This is an optimization exercise on Yosys and OpenROAD, whose aim is small area, not a production implementation. Where RTL was checked, it was by simulation tests only, not by an equivalence proof against the original. Power is estimated from default activity; no workload was simulated.

==> zinc: inputs <==
Design sdh_top, start of the top module:
module sdh_top #(
    parameter integer F_CLK = 50000000
) (
    input  wire        clk,
    input  wire        rst,
    input  wire        req_valid,
    output wire        req_ready,
    input  wire [3:0]  req_op,
    input  wire [31:0] req_arg,
    input  wire [5:0]  req_cmd,
    input  wire        req_keep,
    output reg         rsp_valid,
    output reg  [3:0]  rsp_status,
    output wire [7:0]  rsp_data,
    output wire [5:0]  rsp_cmd,
    output reg  [2:0]  rsp_shape,
    output wire [7:0]  rsp_token,
    output reg  [31:0] rsp_ext,
    output reg  [3:0]  rsp_npoll,
    output reg         rsp_busy,
    output reg         rsp_vdd_valid,
    output reg  [5:0]  rsp_vdd_low,
    output reg  [5:0]  rsp_vdd_high,
    output reg  [1:0]  rsp_va,
    output reg         sh_link,
    output reg         sh_en,
    output reg         sh_ai,
    output reg  [15:0] sh_addr,
    output reg  [2:0]  sh_cs,
    output reg         sh_fdiv_valid,
    output reg  [7:0]  sh_fdiv,
    output wire        tx_valid,
    output reg  [7:0]  tx_data,
    input  wire        tx_ready,
    input  wire        rx_valid,
    input  wire [7:0]  rx_data,
    output wire        rx_ready
);
==> flow/config.mk <==
export PLATFORM = sky130hd
export DESIGN_NAME = sdh_top
export DESIGN_NICKNAME = sdh_top
export VERILOG_FILES = /design/flow/design.v
export SDC_FILE = /design/flow/constraint.sdc
export NUM_CORES = 4
export LEC_CHECK = 0
export ABC_AREA = 1
export CAP_MARGIN = 20
export CORE_MARGIN = 2
export CORE_UTILIZATION = 40
export SLEW_MARGIN = 20
==> flow/constraint.sdc <==
create_clock -name core_clock -period 10.0 [get_ports {clk}]
set_input_delay 2.0000 -clock core_clock [delete_from_list [all_inputs] [get_ports {clk}]]
set_output_delay 2.0000 -clock core_clock [all_outputs]
set_load 0.01 [all_outputs]
standard.sh (not shown) runs the stock make flow with config.mk's settings and CLKGATE_MAP_FILE= SYNTH_SCRIPT=/design/flow/synth_recipe.tcl, a recipe that flattens the netlist after the stock synthesis.
==> flow/flow/run.sh <==
#!/bin/bash
# The standard layout, with the smallest buffer on every input and output port
# instead of the one buffer_ports picks by default, and a clock tree of small
# buffers under one strong root buffer, without dummy loads.
set -euo pipefail
export BUFFER_PORTS_ARGS="-buffer_cell sky130_fd_sc_hd__buf_1"
export REMOVE_ABC_BUFFERS=1
export CTS_ARGS="-sink_clustering_enable -dont_use_dummy_load -buf_list sky130_fd_sc_hd__clkbuf_8 -root_buf sky130_fd_sc_hd__clkbuf_16"
bash standard.sh > standard_flow.log 2>&1
==> sierra (differences from zinc) <==
--- a/flow/design.v
+++ b/flow/design.v
@@ -60,17 +60,17 @@
     reg [2:0]  sdp;          
     reg [2:0]  cnt;          
     reg        xph;          
     reg [2:0]  idx;          
     reg        mism;
     reg [6:0]  crc;
     reg [6:0]  tok;
     reg [25:0] dv;           
-    reg [2:0]  dq;           
+    reg [8:0]  dq;           
     reg [3:0]  dk;           
     reg [4:0]  bk;           
     reg        pd, dc, sg, fi;
     assign req_ready = (st == M_IDLE);
     assign rsp_token = {1'b0, tok};
     assign rsp_data  = rsp_ext[7:0];
     wire is_sd = (r_op == OP_SDCMD) || (r_op == OP_SDACMD);
     reg       cmd_def;
@@ -195,17 +195,17 @@
     wire        dlast = (bk == 5'd25);
     wire        dfst  = (bk == 5'd0);
     wire        da    = dfst ? N2M1[dk] : fi ? DR0[bk - 5'd1] : pd;
     wire        dbb   = rsp_ext[0] ^ ~sg;         
     wire        dcin  = dfst ? ~sg : dc;
     wire        dsum  = da ^ dbb ^ dcin;
     wire        dco   = (da & dbb) | (da & dcin) | (dbb & dcin);
     wire        dqb   = ~dsum;                    
-    wire [9:0]  dQ    = {rsp_ext[31:26], dq, dqb};
+    wire [9:0]  dQ    = {dq, dqb};
     reg  [7:0]  ddec;
     reg         dbw;
     integer     di;
     always @(*) begin
         dbw = ~dQ[0];
         for (di = 0; di < 8; di = di + 1) begin
             ddec[di] = dQ[di + 1] ^ dbw;
             dbw = dbw & ~dQ[di + 1];
@@ -253,17 +253,17 @@
             fi <= 1'b1;
         end else begin
             bk <= inc5(bk);
             if (dlast) begin
                 bk <= 5'd0;
                 dk <= dk - 4'd1;
                 sg <= dsum;
                 fi <= 1'b0;
-                dq <= dQ[2:0];
+                dq <= dQ[8:0];
             end
         end
         if (xdone && !xerr) begin
             case (kind)
                 K_CFGWR: begin
                     sh_en <= cfg[0];
                     sh_ai <= cfg[1];
                 end
@@ -348,18 +348,16 @@
                 if (xdone) begin
                     rsp_status <= xerr ? ST_PROTO : ST_OK;
                     rsp_valid  <= 1'b1;
                     st         <= M_IDLE;
                 end
             end
             M_DIV: begin
                 rsp_ext[25:0] <= {rsp_ext[0], rsp_ext[25:1]};
-                if (dlast)
-                    rsp_ext[31:26] <= dQ[8:3];
                 if (dlast && dk == 4'd0) begin
                     rsp_ext[7:0] <= fdiv;
                     st <= M_BRIDGE;
                 end
             end
             M_SDEND: begin
                 if (first && rsp_status == ST_OK) begin
                     first     <= 1'b0;
==> flow/flow/run.sh (replaced) <==
#!/bin/bash
# The standard layout, with the smallest buffer on every input and output port
# instead of the one buffer_ports picks by default, and a clock tree of small
# buffers under one strong root buffer, without dummy loads.
set -euo pipefail
export BUFFER_PORTS_ARGS="-buffer_cell sky130_fd_sc_hd__buf_1"
export CTS_ARGS="-sink_clustering_enable -dont_use_dummy_load -buf_list sky130_fd_sc_hd__clkbuf_8 -root_buf sky130_fd_sc_hd__clkbuf_16"
bash standard.sh > standard_flow.log 2>&1
==> comparison <==
Of zinc and sierra, zinc has the higher register-to-register slack (gap 270 ps).
In zinc the area after synthesis is smaller than in sierra, by about 1.9%.
Against sierra, the utilization of zinc is lower by 0.55 points.
Between zinc and sierra, the lower combinational power is in sierra (gap about 8%, measured against sierra).
Against sierra, the fmax of zinc is higher by 9.2%.
Global-route usage: sierra is higher than zinc (0.21 points).


==> run D <==
sdh_top, a different RTL version from the one above (not shown whole).
make LEC_CHECK=0 CAP_MARGIN=20 CORE_MARGIN=2 CORE_UTILIZATION=40 SLEW_MARGIN=20 finish   # period 10.0 ns
run.sh (not shown) runs the stock make flow with config.mk's settings and CLKGATE_MAP_FILE= SYNTH_SCRIPT=/design/flow/synth_recipe.tcl, a recipe that flattens the netlist after the stock synthesis.
Stock flow here: none of the scripts above is used.
==> run M (differences from run D) <==
--- a/flow/design.v
+++ b/flow/design.v
@@ -32,15 +32,16 @@
     output wire        tx_valid,
     output reg  [7:0]  tx_data,
     input  wire        tx_ready,
     input  wire        rx_valid,
     input  wire [7:0]  rx_data,
     output wire        rx_ready
 );
-    localparam [26:0] TWO_F = 2 * F_CLK;
+    localparam [2:0] IW = 3'd4;
+    localparam [26:0] N2M1 = 2 * F_CLK - 1;
     localparam OP_INIT = 4'd0, OP_CLOSE = 4'd1, OP_ENABLE = 4'd2, OP_DISABLE = 4'd3,
                OP_SETADDR = 4'd4, OP_SETAI = 4'd5, OP_RDCFG = 4'd6, OP_SPEED = 4'd7,
                OP_SELECT = 4'd8, OP_XCHG = 4'd9, OP_SDCMD = 4'd10, OP_SDACMD = 4'd11;
     localparam ST_OK = 4'd0, ST_RANGE = 4'd1, ST_VALUE = 4'd2, ST_STATE = 4'd3,
                ST_PROTO = 4'd4, ST_NOTOKEN = 4'd5, ST_R1ERR = 4'd6, ST_EXTERR = 4'd7,
                ST_BADOP = 4'd8;
     localparam SH_R1 = 3'd0, SH_R1B = 3'd1, SH_R2 = 3'd2, SH_R3 = 3'd3, SH_R7 = 3'd4;
@@ -55,20 +56,23 @@
     reg [5:0]  r_cmd;
     reg        r_keep;
     reg        first;        
     reg [2:0]  ss;           
     reg [2:0]  sdp;          
     reg [2:0]  cnt;          
     reg        xph;          
-    reg [1:0]  idx;
+    reg [2:0]  idx;          
     reg        mism;
     reg [6:0]  crc;
     reg [6:0]  tok;
     reg [26:0] dv;           
-    reg [9:0]  rc;           
+    reg [9:0]  dq;           
+    reg [3:0]  dk;           
+    reg [4:0]  bk;           
+    reg        pd, dc, sg, fi;
     assign req_ready = (st == M_IDLE);
     assign rsp_token = {1'b0, tok};
     assign rsp_data  = rsp_ext[7:0];
     wire is_sd = (r_op == OP_SDCMD) || (r_op == OP_SDACMD);
     reg       cmd_def;
     reg [2:0] cmd_shape;
     always @(*) begin
@@ -149,19 +153,19 @@
                           : {5'b11111, rsp_ext[1:0] != 2'd2, rsp_ext[1:0] != 2'd1, rsp_ext[1:0] != 2'd0};
         else
             wbyte = is_sd ? ((sdp == P_FRAME) ? frame_byte : 8'hFF) : rsp_ext[7:0];
     end
     always @(*) begin
         case (kind)
             K_FLUSH:   tx_data = 8'h55;
-            K_CFGWR:   tx_data = (idx == 2'd0) ? 8'h04 : {6'd0, cfg};
+            K_CFGWR:   tx_data = (idx[1:0] == 2'd0) ? 8'h04 : {6'd0, cfg};
             K_CFGRD:   tx_data = 8'h02;
-            K_SETADDR: tx_data = (idx == 2'd0) ? 8'h10 : (idx == 2'd1) ? addr[15:8] : addr[7:0];
-            K_WRHDR:   tx_data = (idx == 2'd0) ? 8'h30 : 8'h00;
-            K_RDHDR:   tx_data = (idx == 2'd0) ? 8'h20 : 8'h00;
+            K_SETADDR: tx_data = (idx[1:0] == 2'd0) ? 8'h10 : (idx[1:0] == 2'd1) ? addr[15:8] : addr[7:0];
+            K_WRHDR:   tx_data = (idx[1:0] == 2'd0) ? 8'h30 : 8'h00;
+            K_RDHDR:   tx_data = (idx[1:0] == 2'd0) ? 8'h20 : 8'h00;
             default:   tx_data = wbyte;
         endcase
     end
     reg [1:0] tx_last, rx_last;
     always @(*) begin
         case (kind)
             K_CFGWR, K_WRHDR, K_RDHDR: tx_last = 2'd1;
@@ -172,66 +176,103 @@
             K_CFGRD:   rx_last = 2'd1;
             K_SETADDR: rx_last = 2'd2;
             default:   rx_last = 2'd0;
         endcase
     end
     wire active = (st == M_INIT) || (st == M_SINGLE) || (st == M_BRIDGE);
     wire no_tx  = (kind == K_RDDATA);
-    assign tx_valid = active && !xph && !no_tx;
+    assign tx_valid = active && !xph && !idx[2] && !no_tx;
     assign rx_ready = active && xph;
-    wire [7:0] fix    = (idx != 2'd0 || kind == K_WRDATA) ? 8'h00 :
+    wire [7:0] fix    = (idx[1:0] != 2'd0 || kind == K_WRDATA) ? 8'h00 :
                         (kind == K_FLUSH) ? 8'hFF : 8'h01;
     wire       capb   = (kind == K_RDDATA) || (kind == K_CFGRD && idx == 2'd1);
     wire       rx_go  = rx_ready && rx_valid;
     wire       bad    = !capb && (rx_data != (tx_data ^ fix));
-    wire       xdone  = rx_go && (idx == rx_last);
+    wire       xdone  = rx_go && (idx[1:0] == rx_last);
     wire       xerr   = mism || bad;
-    wire [27:0] dsub  = {1'b0, dv} - {1'b0, rsp_ext[26:0]};
-    wire        dneg  = dsub[27] || (rsp_ext[31:27] != 5'd0);
-    wire        dzero = (dsub[26:0] == 27'd0);
-    wire        dtake = !dneg && (!dzero || (rc[1] ^ rc[0]));
-    wire [9:0]  rc_n  = dtake ? rc + 10'd1 : rc;
-    wire        dstop = !dtake || dzero || (rc_n == 10'd512);
-    wire [7:0]  fdiv  = (rc_n[9] && rc_n[8]) ? 8'd0 : rc_n[9] ? 8'd255 : rc_n[8:1];
+    wire        dbig   = (rsp_ext[31:26] != 6'd0);
+    wire        dsmall = (rsp_ext[25:16] == 10'd0);
+    localparam [26:0] DR0 = N2M1 >> 11;
+    wire        dlast = (bk == 5'd26);
+    wire        dfst  = (bk == 5'd0);
+    wire        da    = dfst ? N2M1[dk] : fi ? DR0[bk - 5'd1] : pd;
+    wire        dbb   = rsp_ext[0] ^ ~sg;         
+    wire        dcin  = dfst ? ~sg : dc;
+    wire        dsum  = da ^ dbb ^ dcin;
+    wire        dco   = (da & dbb) | (da & dcin) | (dbb & dcin);
+    wire        dqb   = ~dsum;                    
+    wire [10:0] dQ    = {dq, dqb};
+    reg  [7:0]  ddec;
+    reg         dbw;
+    integer     di;
+    always @(*) begin
+        dbw = ~dQ[0];
+        for (di = 0; di < 8; di = di + 1) begin
+            ddec[di] = dQ[di + 1] ^ dbw;
+            dbw = dbw & ~dQ[di + 1];
+        end
+    end
+    wire        dsat  = dQ[10] | dQ[9] | (dQ[8:0] == 9'h1FF);
+    wire [7:0]  fdiv  = dsat ? 8'd255 : ddec;
     wire r7 = rx_data[7];
     always @(posedge clk) begin
         rsp_valid <= 1'b0;
         if (active) begin
             if (!xph) begin
-                if (no_tx) begin
+                if (idx[2]) begin
+                    idx <= inc3(idx);
+                end else if (no_tx) begin
                     xph <= 1'b1;
                 end else if (tx_ready) begin
-                    if (idx == tx_last) begin
+                    if (idx[1:0] == tx_last) begin
                         xph <= 1'b1;
-                        idx <= 2'd0;
+                        idx <= 3'd0;
                     end else
-                        idx <= idx + 2'd1;
+                        idx <= inc3(idx);
                 end
             end else if (rx_valid) begin
                 if (bad) mism <= 1'b1;
-                idx <= idx + 2'd1;
+                idx <= inc3(idx);
                 if (capb && (!is_sd || (sdp == P_EXT) || (sdp == P_FRAME && cnt != 3'd0 && cnt != 3'd5 && !first)))
                     rsp_ext <= {rsp_ext[23:0], (is_sd && sdp == P_FRAME) ? 8'h00 : rx_data};
                 if (xdone) begin
                     xph  <= 1'b0;
-                    idx  <= 2'd0;
+                    idx  <= IW;
                     mism <= 1'b0;
                 end
             end
             if (tx_valid && tx_ready && is_sd && sdp == P_FRAME && kind == K_WRDATA && cnt != 3'd5)
                 crc <= crc7_byte((cnt == 3'd0) ? 7'd0 : crc, tx_data);
         end
+        dv <= {dsum, dv[26:1]};
+        pd <= dv[0];
+        dc <= dco;
+        if (st != M_DIV) begin
+            bk <= 5'd0;
+            dk <= 4'd10;
+            sg <= 1'b0;
+            fi <= 1'b1;
+        end else begin
+            bk <= inc5(bk);
+            if (dlast) begin
+                bk <= 5'd0;
+                dk <= dk - 4'd1;
+                sg <= dsum;
+                fi <= 1'b0;
+                dq <= dQ[9:0];
+            end
+        end
         if (xdone && !xerr) begin
             case (kind)
                 K_CFGWR: begin
                     sh_en <= cfg[0];
                     sh_ai <= cfg[1];
                 end
                 K_SETADDR: sh_addr <= addr;
-                K_WRDATA, K_RDDATA: if (sh_ai) sh_addr <= sh_addr + 16'd1;
+                K_WRDATA, K_RDDATA: if (sh_ai) sh_addr[2:0] <= inc3(sh_addr[2:0]);
                 default: ;
             endcase
         end
         case (st)
             M_IDLE: begin
                 if (req_valid) begin
                     r_op    <= req_op;
@@ -243,15 +284,15 @@
             end
             M_CHECK: begin
                 rsp_status <= ST_OK;
                 ss    <= 3'd0;
                 sdp   <= P_SEL;
                 cnt   <= 3'd0;
                 xph   <= 1'b0;
-                idx   <= 2'd0;
+                idx   <= IW;
                 mism  <= 1'b0;
                 first <= (r_op == OP_SDACMD);
                 rsp_npoll <= 4'd0;
                 if (r_op[3:2] == 2'b11) begin
                     rsp_status <= ST_BADOP;
                     rsp_valid  <= 1'b1;
                     st         <= M_IDLE;
@@ -296,28 +337,27 @@
                         sh_addr       <= 16'h0000;
                         sh_cs         <= 3'd4;
                         sh_fdiv_valid <= 1'b0;
                         rsp_status    <= xerr ? ST_PROTO : ST_OK;
                         rsp_valid     <= 1'b1;
                         st            <= M_IDLE;
                     end else
-                        ss <= ss + 3'd1;
+                        ss <= inc3(ss);
                 end
             end
             M_SINGLE: begin
                 if (xdone) begin
                     rsp_status <= xerr ? ST_PROTO : ST_OK;
                     rsp_valid  <= 1'b1;
                     st         <= M_IDLE;
                 end
             end
             M_DIV: begin
-                if (dtake) dv <= dsub[26:0];
-                rc <= rc_n;
-                if (dstop) begin
+                rsp_ext[26:0] <= {rsp_ext[0], rsp_ext[26:1]};
+                if (dlast && dk == 4'd0) begin
                     rsp_ext[7:0] <= fdiv;
                     st <= M_BRIDGE;
                 end
             end
             M_SDEND: begin
                 if (first && rsp_status == ST_OK) begin
                     first     <= 1'b0;
@@ -329,19 +369,21 @@
                     rsp_valid <= 1'b1;
                     st        <= M_IDLE;
                 end
             end
             M_BRIDGE: begin
                 if (xdone) begin
                     if (!xerr && ss != ss_end) begin
-                        ss <= ss + 3'd1;
+                        ss <= inc3(ss);
                         if (is_speed && ss == 3'd2) begin
-                            dv <= TWO_F;
-                            rc <= 10'h3FF;
                             st <= M_DIV;
+                            if (dbig || dsmall) begin
+                                rsp_ext[7:0] <= dbig ? 8'd0 : 8'd255;
+                                st <= M_BRIDGE;
+                            end
                         end
                     end else if (!is_sd) begin
                         rsp_status <= xerr ? ST_PROTO : ST_OK;
                         rsp_valid  <= 1'b1;
                         st         <= M_IDLE;
                         if (!xerr) begin
                             if (r_op == OP_SELECT) sh_cs <= {1'b0, rsp_ext[1:0]};
@@ -366,22 +408,22 @@
                             P_FRAME: begin
                                 if (xerr) begin
                                     rsp_status <= ST_PROTO;
                                     sdp <= P_FLUSH;
                                 end else if (cnt == 3'd5)
                                     sdp <= P_POLL;
                                 else
-                                    cnt <= cnt + 3'd1;
+                                    cnt <= inc3(cnt);
                             end
                             P_POLL: begin
                                 if (xerr) begin
                                     rsp_status <= ST_PROTO;
                                     sdp <= P_FLUSH;
                                 end else begin
-                                    rsp_npoll <= rsp_npoll + 4'd1;
+                                    rsp_npoll <= inc4(rsp_npoll);
                                     if (!r7) begin
                                         tok <= rx_data[6:0];
                                         if (rx_data[6:1] != 6'd0) begin
                                             rsp_status <= ST_R1ERR;
                                             sdp <= P_FLUSH;
                                         end else
                                             sdp <= ext_none ? P_FLUSH : P_EXT;
@@ -396,29 +438,29 @@
                                     rsp_status <= ST_PROTO;
                                     sdp <= P_FLUSH;
                                 end else if (cnt == (ext_four ? 3'd3 : 3'd0)) begin
                                     if (shape_eff == SH_R2 && rx_data[7:1] != 7'd0)
                                         rsp_status <= ST_EXTERR;
                                     sdp <= P_FLUSH;
                                 end else
-                                    cnt <= cnt + 3'd1;
+                                    cnt <= inc3(cnt);
                             end
                             P_FLUSH: begin
                                 if (xerr) begin
                                     if (rsp_status == ST_OK) rsp_status <= ST_PROTO;
                                     sdp <= P_DESEL;
                                     ss  <= 3'd0;
                                 end else if (cnt == 3'd1) begin
                                     if (rsp_status != ST_OK || !keep_eff) begin
                                         sdp <= P_DESEL;
                                         ss  <= 3'd0;
                                     end else
                                         st <= M_SDEND;
                                 end else
-                                    cnt <= cnt + 3'd1;
+                                    cnt <= inc3(cnt);
                             end
                             default: begin  
                                 if (xerr) begin
                                     if (rsp_status == ST_OK) rsp_status <= ST_PROTO;
                                 end else
                                     sh_cs <= 3'd3;
                                 st <= M_SDEND;
@@ -436,14 +478,53 @@
             sh_en         <= 1'b0;
             sh_ai         <= 1'b0;
             sh_addr       <= 16'h0000;
             sh_cs         <= 3'd4;
             sh_fdiv_valid <= 1'b0;
         end
     end
+    function [15:0] inc16(input [15:0] a);
+        integer i;
+        reg c;
+        begin
+            c = 1'b1;
+            for (i = 0; i < 16; i = i + 1) begin
+                inc16[i] = a[i] ^ c;
+                c = c & a[i];
+            end
+        end
+    endfunction
+    function [8:0] inc9(input [8:0] a);
+        integer i;
+        reg c;
+        begin
+            c = 1'b1;
+            for (i = 0; i < 9; i = i + 1) begin
+                inc9[i] = a[i] ^ c;
+                c = c & a[i];
+            end
+        end
+    endfunction
+    function [4:0] inc5(input [4:0] a);
+        integer i;
+        reg c;
+        begin
+            c = 1'b1;
+            for (i = 0; i < 5; i = i + 1) begin
+                inc5[i] = a[i] ^ c;
+                c = c & a[i];
+            end
+        end
+    endfunction
+    function [3:0] inc4(input [3:0] a);
+        inc4 = {a[3] ^ (a[2] & a[1] & a[0]), a[2] ^ (a[1] & a[0]), a[1] ^ a[0], ~a[0]};
+    endfunction
+    function [2:0] inc3(input [2:0] a);
+        inc3 = {a[2] ^ (a[1] & a[0]), a[1] ^ a[0], ~a[0]};
+    endfunction
     function [6:0] crc7_byte(input [6:0] c, input [7:0] d);
         integer i;
         reg fb;
         begin
             crc7_byte = c;
             for (i = 7; i >= 0; i = i - 1) begin
                 fb = crc7_byte[6] ^ d[i];
==> flow/config.mk (replaced) <==
export PLATFORM = sky130hd
export DESIGN_NAME = sdh_top
export DESIGN_NICKNAME = sdh_top
export VERILOG_FILES = /design/flow/design.v
export SDC_FILE = /design/flow/constraint.sdc
export NUM_CORES = 4
export LEC_CHECK = 0
export ABC_AREA = 1
export CAP_MARGIN = 20
export CORE_MARGIN = 2
export CORE_UTILIZATION = 40
export SLEW_MARGIN = 20
==> comparison table <==
item	run D	run M
Routed length on met2	22,300 µm	16,300 µm
Length of routed wiring on met1	20,100 µm	16,300 µm
Total global-route track usage	28.8%	27.7%
Result of the run	finished clean	finished clean
Compound-cell area share of the yosys netlist	25.0%	16.1%
Crit-path max FO	22	11
Switching portion of total power	49.8%	50.4%
Count of standard-cell rows	64	58
Area used by multi-input combinational logic	0.00777 mm²	0.00526 mm²
Chip height	180 µm	164 µm
Global-route wire length before repair	72,800 µm	56,600 µm
M2 GR Usage	47.5%	42.5%
Maximum achievable frequency	160 MHz	179 MHz
Sum of routed wire length over all layers	47,600 µm	37,000 µm
CTS sink count	155	169
Combinational-cell power consumption	2.89 mW	2.68 mW
Post-synth top area cell	edfxtp_1	dfxtp_1
Sequential cell area fraction in the yosys report	32.2%	38.9%
Slowest CP cell	dfxtp_1	clkdlybuf4s50_1
Function was not checked in any run of this note: the RTL went through the layout flow alone.

[re-timing with driven ports]
The flow's constraints put no driver on any port. The routed layouts listed below were extracted and timed again, unchanged, in two steps.
Step 1 sets driving cells, clkbuf_16 on the clock port and buf_2 on the other inputs (assumed; they add their load-dependent delay and slew).
Step 2 times the ports against the registers' clock, not the clock port: input delays grow and output delays shrink by t, the midpoint of the rising clock arrivals with the driver on.
Three values: ideal ports, drivers, drivers and shift; two values: the first two.
run | shift t [ns] | slack for setup (ns) | clock arrival spread, ns | worst data-port slew with drivers (ns) | pins driven straight from the clock port
zinc | 0.432 | 5.136 / 5.090 / 5.148 | 0.039 / 0.039 | 0.04 | 1
sierra | 0.424 | 4.690 / 4.641 / 5.066 | 0.042 / 0.041 | 0.06 | 1
run D | 0.483 | 3.766 / 3.715 / 4.198 | 0.017 / 0.017 | 0.06 | 1
run M | 0.487 | 4.424 / 4.373 / 4.819 | 0.016 / 0.016 | 0.05 | 1
After both steps setup and hold are still met in every run listed.
